Source: an optimization exercise on an open RTL-to-GDS flow (aim: small area, a short achievable clock period and few clock cycles). Production flows keep margins and buffers that such runs may drop.
Function was checked by simulation only, so behaviour that the tests miss may differ from the original.
Power and IR drop assume default switching activity.

==> flow/design.v <==
module bsq_core (
    input  wire        clk,
    input  wire        rst,
    input  wire        cmd_valid,
    output wire        cmd_ready,
    input  wire [31:0] cmd,
    input  wire [63:0] data,
    output wire        rsp_valid,
    input  wire        rsp_ready,
    output wire [1:0]  rsp,
    output wire [63:0] result,
    output wire        fault_o
);
    localparam [1:0] S_IDLE = 2'd0, S_RESP = 2'd1, S_BRD = 2'd2;
    reg [511:0] bufq;            
    reg [9:0]   wpos;            
    reg [9:0]   upos;            
    reg [6:0]   ulen;
    reg         fault;
    reg [3:0]   cause;
    reg [1:0]   state;
    reg [1:0]   rsp_q;
    reg [63:0]  res_q;           
    reg         neg_q;           
    reg         wr_q;            
    reg         clr_q;           
    reg         bwr_q;           
    reg [8:0]   wp_q;
    reg [57:0]  wval_q;
    reg [8:0]   rp_q;
    reg [7:0]   rw_q;            
    assign cmd_ready = (state == S_IDLE) && !rst;
    assign rsp_valid = (state == S_RESP);
    assign fault_o   = fault;
    assign rsp       = rsp_q;
    reg [63:0] pre_or;
    integer j;
    always @(*) begin
        pre_or[0] = 1'b0;
        for (j = 1; j < 64; j = j + 1)
            pre_or[j] = pre_or[j-1] | res_q[j-1];
    end
    assign result = res_q ^ ({64{neg_q}} & pre_or);
    wire [63:0] word [0:7];
    genvar g;
    generate
        for (g = 0; g < 8; g = g + 1) begin : gw
            assign word[g] = bufq[64*g +: 64];
        end
    endgenerate
    reg [121:0] wa;
    reg [73:0]  wb;
    reg [60:0]  wc;
    reg [57:0]  win;
    integer k;
    always @(*) begin
        wa = 122'd0;
        for (k = 0; k < 8; k = k + 1)
            wa[63:0] = wa[63:0] | (word[k] & {64{rw_q[k]}});
        for (k = 0; k < 7; k = k + 1)
            wa[121:64] = wa[121:64] | (word[k+1][57:0] & {58{rw_q[k]}});
        for (j = 0; j < 74; j = j + 1)
            case (rp_q[5:4])
                2'd0: wb[j] = wa[j];
                2'd1: wb[j] = wa[j+16];
                2'd2: wb[j] = wa[j+32];
                default: wb[j] = wa[j+48];
            endcase
        for (j = 0; j < 61; j = j + 1)
            case (rp_q[3:2])
                2'd0: wc[j] = wb[j];
                2'd1: wc[j] = wb[j+4];
                2'd2: wc[j] = wb[j+8];
                default: wc[j] = wb[j+12];
            endcase
        for (j = 0; j < 58; j = j + 1)
            case (rp_q[1:0])
                2'd0: win[j] = wc[j];
                2'd1: win[j] = wc[j+1];
                2'd2: win[j] = wc[j+2];
                default: win[j] = wc[j+3];
            endcase
    end
    wire        accept = cmd_valid && cmd_ready;
    wire [3:0]  op     = cmd[3:0];
    wire [5:0]  nbits  = cmd[9:4];
    wire [21:0] addr   = cmd[31:10];
    wire        nb_z   = (nbits == 6'd0);
    wire        ad_z   = (addr == 22'd0);
    wire op_stat = (op == 4'h0), op_pnew = (op == 4'h1), op_prst = (op == 4'h2),
         op_add  = (op == 4'h3), op_adds = (op == 4'h4), op_uinit = (op == 4'h5),
         op_read = (op == 4'h6), op_reads = (op == 4'h7), op_brd = (op == 4'h8),
         op_bwr  = (op == 4'h9), op_wpos = (op == 4'hA), op_plen = (op == 4'hB),
         op_rpos = (op == 4'hC), op_ulenr = (op == 4'hD);
    wire op_bitw = op_add | op_adds;
    wire op_bitr = op_read | op_reads;
    wire op_byte = op_brd | op_bwr;
    wire op_q    = op_stat | op_wpos | op_plen | op_rpos | op_ulenr;
    wire bad_cmd = ((op_q | op_pnew | op_prst | op_uinit) & !(nb_z && ad_z)) |
                   ((op_bitw | op_bitr) & !ad_z) |
                   (op_byte & !nb_z) |
                   (op[3:1] == 3'b111);
    wire is_query = op_q & nb_z & ad_z;
    wire        sgn       = op_adds | op_reads;
    wire [6:0]  nmove     = {1'b0, nbits} + {6'd0, sgn};
    wire        bad_width = (nbits > 6'd57);
    wire [10:0] wend      = {1'b0, wpos} + {4'd0, nmove};
    wire [10:0] uend      = {1'b0, upos} + {4'd0, nmove};
    wire        wr_ovf    = (nmove != 7'd0) && (wend > 11'd512);
    wire        rd_ovf    = (nmove != 7'd0) && (uend > 11'd512);
    wire        bad_addr  = (addr[21:6] != 16'd0);
    wire        bad_len   = (data[63:7] != 57'd0) || (data[6] && data[5:0] != 6'd0);
    wire rej = fault && !is_query;
    reg [3:0] fcause;
    always @(*) begin
        if (bad_cmd)                                fcause = 4'd4;
        else if ((op_bitw | op_bitr) && bad_width)  fcause = 4'd3;
        else if (op_byte && bad_addr)               fcause = 4'd5;
        else if (op_uinit && bad_len)               fcause = 4'd6;
        else if (op_bitw && wr_ovf)                 fcause = 4'd1;
        else if (op_bitr && rd_ovf)                 fcause = 4'd2;
        else                                        fcause = 4'd0;
    end
    wire faulted = !rej && (fcause != 4'd0);
    wire ok      = !rej && (fcause == 4'd0);
    reg [56:0] mask;
    always @(*)
        for (j = 0; j < 57; j = j + 1)
            mask[j] = (nbits > j);
    reg [56:0] dpre;
    always @(*) begin
        dpre[0] = 1'b0;
        for (j = 1; j < 57; j = j + 1)
            dpre[j] = dpre[j-1] | data[j-1];
    end
    wire [56:0] dmag = data[56:0] ^ ({57{data[63]}} & dpre);
    wire [57:0] wval_d = op_adds ? {dmag & mask, data[63]} :
                         op_bwr  ? {50'd0, data[7:0]} :
                                   {1'b0, data[56:0] & mask};
    wire [56:0] rsrc  = op_reads ? win[57:1] : win[56:0];
    wire [56:0] rmag  = rsrc & mask;
    wire [6:0]  plen  = wpos[9:3] + {6'd0, (wpos[2:0] != 3'd0)};
    wire        more  = (upos[9:3] < ulen);
    reg [63:0] res_d;
    always @(*) begin
        res_d = 64'd0;
        if (ok) begin
            if (op_stat)  res_d[7:0] = {cause, 2'b00, more, fault};
            if (op_wpos)  res_d[9:0] = wpos;
            if (op_plen)  res_d[6:0] = plen;
            if (op_rpos)  res_d[9:0] = upos;
            if (op_ulenr) res_d[6:0] = ulen;
            if (op_bitr)  res_d[56:0] = rmag;
        end
    end
    reg [9:0] upos_n;
    always @(*) begin
        upos_n = upos;
        if (rst)
            upos_n = 10'd0;
        else if (accept && ok && op_uinit)
            upos_n = 10'd0;
        else if (accept && ok && op_bitr)
            upos_n = uend[9:0];
    end
    wire [8:0] rp_d = (!rst && accept && ok && op_brd) ? {addr[5:0], 3'b000} : upos_n[8:0];
    always @(posedge clk) begin
        upos <= upos_n;
        rp_q <= rp_d;
        for (k = 0; k < 8; k = k + 1)
            rw_q[k] <= (rp_d[8:6] == k);
        wr_q  <= 1'b0;
        clr_q <= 1'b0;
        bwr_q <= 1'b0;
        if (rst) begin
            wpos  <= 10'd0;
            ulen  <= 7'd0;
            fault <= 1'b0;
            cause <= 4'd0;
            state <= S_IDLE;
            rsp_q <= 2'd0;
            res_q <= 64'd0;
            neg_q <= 1'b0;
            wp_q  <= 9'd0;
            wval_q <= 58'd0;
        end else begin
            case (state)
                S_IDLE: if (cmd_valid) begin
                    rsp_q <= rej ? 2'd2 : faulted ? 2'd1 : 2'd0;
                    res_q <= res_d;
                    neg_q <= ok && op_reads && win[0];
                    state <= (ok && op_brd) ? S_BRD : S_RESP;
                    wp_q   <= op_bwr ? {addr[5:0], 3'b000} : wpos[8:0];
                    wval_q <= wval_d;
                    if (faulted) begin
                        fault <= 1'b1;
                        cause <= fcause;
                    end
                    if (ok) begin
                        if (op_pnew) begin
                            clr_q <= 1'b1;
                            wpos  <= 10'd0;
                        end
                        if (op_prst)
                            wpos <= 10'd0;
                        if (op_bitw) begin
                            wr_q <= 1'b1;
                            wpos <= wend[9:0];
                        end
                        if (op_bwr) begin
                            wr_q  <= 1'b1;
                            bwr_q <= 1'b1;
                        end
                        if (op_uinit)
                            ulen <= data[6:0];
                    end
                end
                S_BRD: begin
                    res_q <= {56'd0, win[7:0]};
                    state <= S_RESP;
                end
                default: if (rsp_ready) state <= S_IDLE;
            endcase
        end
    end
    wire [5:0] woff = wp_q[5:0];
    wire [63:0] r0 = {6'd0, wval_q};
    reg  [63:0] r1, r2, r3;
    reg  [63:0] rl, rh;
    always @(*) begin
        for (j = 0; j < 64; j = j + 1)
            case (woff[5:4])
                2'd0: r1[j] = r0[j];
                2'd1: r1[j] = r0[(j + 48) % 64];
                2'd2: r1[j] = r0[(j + 32) % 64];
                default: r1[j] = r0[(j + 16) % 64];
            endcase
        for (j = 0; j < 64; j = j + 1)
            case (woff[3:2])
                2'd0: r2[j] = r1[j];
                2'd1: r2[j] = r1[(j + 60) % 64];
                2'd2: r2[j] = r1[(j + 56) % 64];
                default: r2[j] = r1[(j + 52) % 64];
            endcase
        for (j = 0; j < 64; j = j + 1)
            case (woff[1:0])
                2'd0: r3[j] = r2[j];
                2'd1: r3[j] = r2[(j + 63) % 64];
                2'd2: r3[j] = r2[(j + 62) % 64];
                default: r3[j] = r2[(j + 61) % 64];
            endcase
        for (j = 0; j < 64; j = j + 1) begin
            rl[j] = r3[j] & (j >= woff);
            rh[j] = r3[j] & (j < woff);
        end
    end
    wire wen = wr_q && !rst;
    reg [7:0] wsl, wsh;
    reg [63:0] keep;
    always @(*) begin
        for (k = 0; k < 8; k = k + 1) begin
            wsl[k] = wen && (wp_q[8:6] == k);
            wsh[k] = wen && (wp_q[8:6] + 3'd1 == k) && (k != 0);
        end
        for (k = 0; k < 64; k = k + 1)
            keep[k] = !(rst || clr_q || (bwr_q && wp_q[8:3] == k));
    end
    integer p;
    always @(posedge clk)
        for (p = 0; p < 512; p = p + 1)
            bufq[p] <= (bufq[p] & keep[p/8]) | (wsl[p/64] & rl[p%64]) | (wsh[p/64] & rh[p%64]);
endmodule
==> flow/run.sh <==
#!/bin/bash
# synth_recipe.tcl (not shown) runs the flow's synth.tcl, then flattens the netlist and writes it again
# the make line also repeats each setting of config.mk as NAME=value (left out here)
make -C /OpenROAD-flow-scripts/flow DESIGN_CONFIG=/design/flow/config.mk WORK_HOME=/design/flow/orfs CLKGATE_MAP_FILE= SYNTH_SCRIPT=/design/flow/synth_recipe.tcl finish
==> flow/config.mk <==
export PLATFORM = sky130hd
export DESIGN_NAME = bsq_core
export DESIGN_NICKNAME = bsq_core
export VERILOG_FILES = /design/flow/design.v
export SDC_FILE = /design/flow/constraint.sdc
export NUM_CORES = 4
export LEC_CHECK = 0
export CAP_MARGIN = 20
export CORE_MARGIN = 2
export CORE_UTILIZATION = 40
export SLEW_MARGIN = 20
==> flow/constraint.sdc <==
create_clock -name core_clock -period 10.0 [get_ports {clk}]
set_input_delay 2.0000 -clock core_clock [delete_from_list [all_inputs] [get_ports {clk}]]
set_output_delay 2.0000 -clock core_clock [all_outputs]
set_load 0.01 [all_outputs]
==> results.cfg <==
[placement]
hpwl_um = 167000
numPlacedInstances = 7042
port_buffers = 168
place.gp.congestion = 1.09

[yosys]
yosysTopAreaCell = dfxtp_1
yosys.area_share.xor_xnor_pct = 2.42
syn_avg_cell_area_um2 = 8.20
async_flop_share_pct = 0
ys_ff_latch = 689
synth_cell_types = 88
synth-adder-area-share_pct = 0.778
synth_edf_count = 0
seq_area_frac_synth_pct = 29.4
synth_top_family_by_area = compound AO/OA/AOI/OAI gates
synthTopCellsByCount = nand2_1, dfxtp_1, o21ai_0
synth_fp_nets = 5858
synth_compound_area_share_pct = 32.6
synth_mux_area_share_pct = 13.9
synth_top_area_share_pct = 29.4
synthSimpleGateAreaFrac_pct = 16.5
synthTopCellsByArea = dfxtp_1, mux2i_1, a22o_1, a22oi_1, nand2_1
yosysMostFrequentCell = nand2_1
syn_inst = 5730
yosys_warnings = 1
ys.flop_type = dfxtp_1
syn_area_mm2 = 0.0470

[clock_network]
cts_setup_buffers = 0
holdBufCountCts = 0
cts-root-buf = clkbuf_16
clkTransAtPathRegs_ns = 0.06
clockBufferDepth = 3
cts_buffers = 86
cts_tree = done
cts_sinks = 689
cts_htree_levels = 3
cts_resized = 0
clock_latency_ns = 0.71

[finish]
nets = 5738
nFillCells = 11441
multiInputGateArea_mm2 = 0.0312
area_delta_synth_final_pct = 12.8
finalNonFillerCells = 7209
regArea_mm2 = 0.0138
layout-drive-gt1-share_pct = 10.1

[floorplan]
core_region_area_mm2 = 0.116
ios = 169
rows = 125
die_y_um = 347
start_util_pct = 40.4
die_w_um = 347
die_area_mm2 = 0.120

[sta]
fin_crit_ns = 7.47
fin_skew_ns = 0.0394
hold_viol = 0
fmax_mhz = 134
worst_slew_pin_slew_ns = 1.33
slew_headroom_pct = 8.59
drv_slew = 0
min_period_over_period_pct = 74.7
setup_tns_ns = 0
finalSetupViolCount = 0
rsz0062_at_grt = false

[worst_hold_path]
hold_start = bufq[51]$_DFF_P_
hold_end = bufq[51]$_DFF_P_
min_path_cells = 2
hp-class = reg2reg

[routing]
drt_iter0_drc = 9058
vias_per_cell = 7.21
dr.pass1.iters = 14
ant_nets = 0
dr_total_vias = 51947
drc = 0
routed_wirelength_um = 241000
wl_per_cell_um = 33.5

[global_route]
grt_pass1_vias = 47022
grt_max_degree = 101
grt_pass1_wl_um = 342000
grt_antenna_before_repair = 9
grt_usage_pct = 38.2
grt-ovfl-total = 0

[setup_path]
r2r-end = res_q[44]$_SDFFE_PP0P_
worst_setup_path_start_kind = input port
crit_path_cell_trace = clkdlybuf4s50_1 > or2_2 > a21oi_1 > ha_1 > ha_1 > nand3_1 > xnor2_1 > ha_1 > a21oi_1 > nor2b_1 > or4_1 > a32oi_1 > nand4_1 > a211oi_1 > nand4_1 > or4_1 > a21oi_1
slowest_delay_ns = 0.71
r2r-start = rw_q[0]$_DFF_P_
critical_path.slowest_cell = nand4_1
ff2ff_setup_slack_ns = 4.51
r2r_cells = 11
cp_max_fo = 18
crit_type = in2reg
worstPathArrival_ns = 8.10
required_ns = 10.63
crit_path_end_kind = flop

[power_and_ir_drop]
pwr-share-seq_pct = 39.0
p_per_area_mw_per_mm2 = 136
irDropWorstVdd_mv = 0.120
netSwitchingFraction_pct = 29.5
leakage_nw = 18.4
p_int_w = 0.00508
switchingPower_w = 0.00212
pwr-share-comb_pct = 13.0
power_frac_clock_pct = 48.1

[outcome]
status = timing/DRC/antenna clean

[run]
max_cap_viol_count = 0
==> how the worst max path moves through the flow <==
stage / slack [ns] / endpoint / start
final: 2.53 / wpos[3]$_SDFFE_PP0P_ / cmd[1]
after global routing: 1.95 / wpos[3]$_SDFFE_PP0P_ / cmd[1]
after CTS: 2.58 / wpos[3]$_SDFFE_PP0P_ / cmd[1]
after detailed placement: 1.88 / wpos[3]$_SDFFE_PP0P_ / cmd[1]
after global placement: 1.93 / wpos[3]$_SDFFE_PP0P_ / cmd[1]
after floorplan: 3.59 / res_q[3]$_SDFFE_PP0P_ / cmd[1]
==> through the flow <==
step / setup WS [ns] / power (W) / cell area (µm²) / hold slack, ns / util, %
floorplan: 3.59 / 0.00335 / 47000 / 0.426 / -
global placement: 1.93 / 0.00374 / 49800 / 0.435 / 42.8
detailed placement: 1.88 / 0.00375 / 49800 / 0.444 / 42.8
CTS: 2.58 / 0.00715 / 52900 / 0.456 / 45.5
global route: 1.95 / 0.00734 / 53000 / 0.477 / 45.5
finish: 2.53 / 0.00721 / 53000 / 0.457 / 45.5
==> state kept, by name, summed over array words and instances, names as in the netlist <==
name / count
bufq: 512
wval_q: 58
res_q: 57
upos: 10
wpos: 10
wp_q: 9
rw_q: 8
ulen: 7
rp_q: 6
cause: 3
rsp_q: 2
state: 2
bwr_q: 1
clr_q: 1
fault: 1
neg_q: 1
wr_q: 1
==> cell type report <==
class	instances	share of cell area, %
well taps	1524	3.60
clock buffers	124	4.77
multi-input cells	4482	59.0
inverters	47	0.335
clock inverters	36	1.04
flip-flops and latches	689	26.1
repair buffers	304	5.14
diodes	3	0.0142
==> cells in the final DEF, fill, tap and decap left out, types with 46 or more instances in the layout <==
master	instances
a211oi_1	52
a21oi_1	195
a222oi_1	48
a22o_1	358
a22oi_1	405
a32o_1	46
buf_4	133
clkbuf_16	88
clkdlybuf4s50_1	167
dfxtp_1	670
mux2_2	77
mux2i_1	334
mux4_2	101
nand2_1	712
nand3_1	147
nand4_1	76
nor2_1	357
nor3_1	77
o21ai_0	448
o221ai_1	127
o22ai_1	70
xnor2_1	86
==> metal layers <==
metal | vias to the layer above | routed length [µm] | track usage (%)
met5 | - | 53 | 0.160
met4 | 10 | 19900 | 26.4
met3 | 934 | 33600 | 11.9
met2 | 4087 | 96400 | 53.4
met1 | 24906 | 91500 | 49.7
li1 | 22010 | - | -
==> worst max-delay path, delay by kind of cell <==
family,cells,cell delay (ns)
adders and majority gates,3,0.84
AOI/OAI and AO/OA,5,1.36
and+or+nand+nor,7,2.80
xor gates and xnor gates,1,0.44
buffers and inverters,1,0.65
==> power groups by stage <==
stage / clock network, W / logic (W) / registers, W
CTS: 0.00346 / 0.000884 / 0.00281
global route: 0.00357 / 0.000960 / 0.00281
finish: 0.00346 / 0.000935 / 0.00281
global placement: 0 / 0.000875 / 0.00287
detailed placement: 0 / 0.000881 / 0.00287
floorplan: 0 / 0.000507 / 0.00284
==> logic make-up (layout without fill, tap and decap cells) <==
kind of cell	after synthesis	after routing
XOR/XNOR	130	130
multiplexers	515	515
AND/OR/NAND/NOR	1689	1689
buffers and inverters	559	511
adder cells (fa/ha/maj)	28	28
AO/OA/AOI/OAI	2120	2120
flip-flops	689	689
other	0	3
Testbench counts, summed over its fixed seeds: cycles 8,678.

static timing again, ports no longer ideal:
How much do the figures lean on ideal ports? The routed layout below was timed once more, with nothing changed but the port constraints. Step 1 (the two cells are an assumption about what drives the block):
set clk [get_ports {clk}]
set_driving_cell -lib_cell sky130_fd_sc_hd__clkbuf_16 $clk
set_driving_cell -lib_cell sky130_fd_sc_hd__buf_2 [delete_from_list [all_inputs] $clk]
Step 2 adds t to the input delays and takes it off the output delays; t is the mean of the earliest and latest rising clock arrival at the registers after step 1. Input paths then give back, and output paths get back, about the clock's delay inside the block. Slacks: ideal / step 1 / step 2; pairs: ideal / step 1.
t (ns): 0.776
setup slack, ns: 2.526 / 2.584 / 1.808
hold slack, ns: 0.457 / 0.457 / 0.457
worst register clock-pin slew, ns: 0.07 / 0.07
After both steps this run still meets setup and hold. For this run, drivers alone change the setup slack by +0.058 ns; drivers and shift together by -0.718 ns.
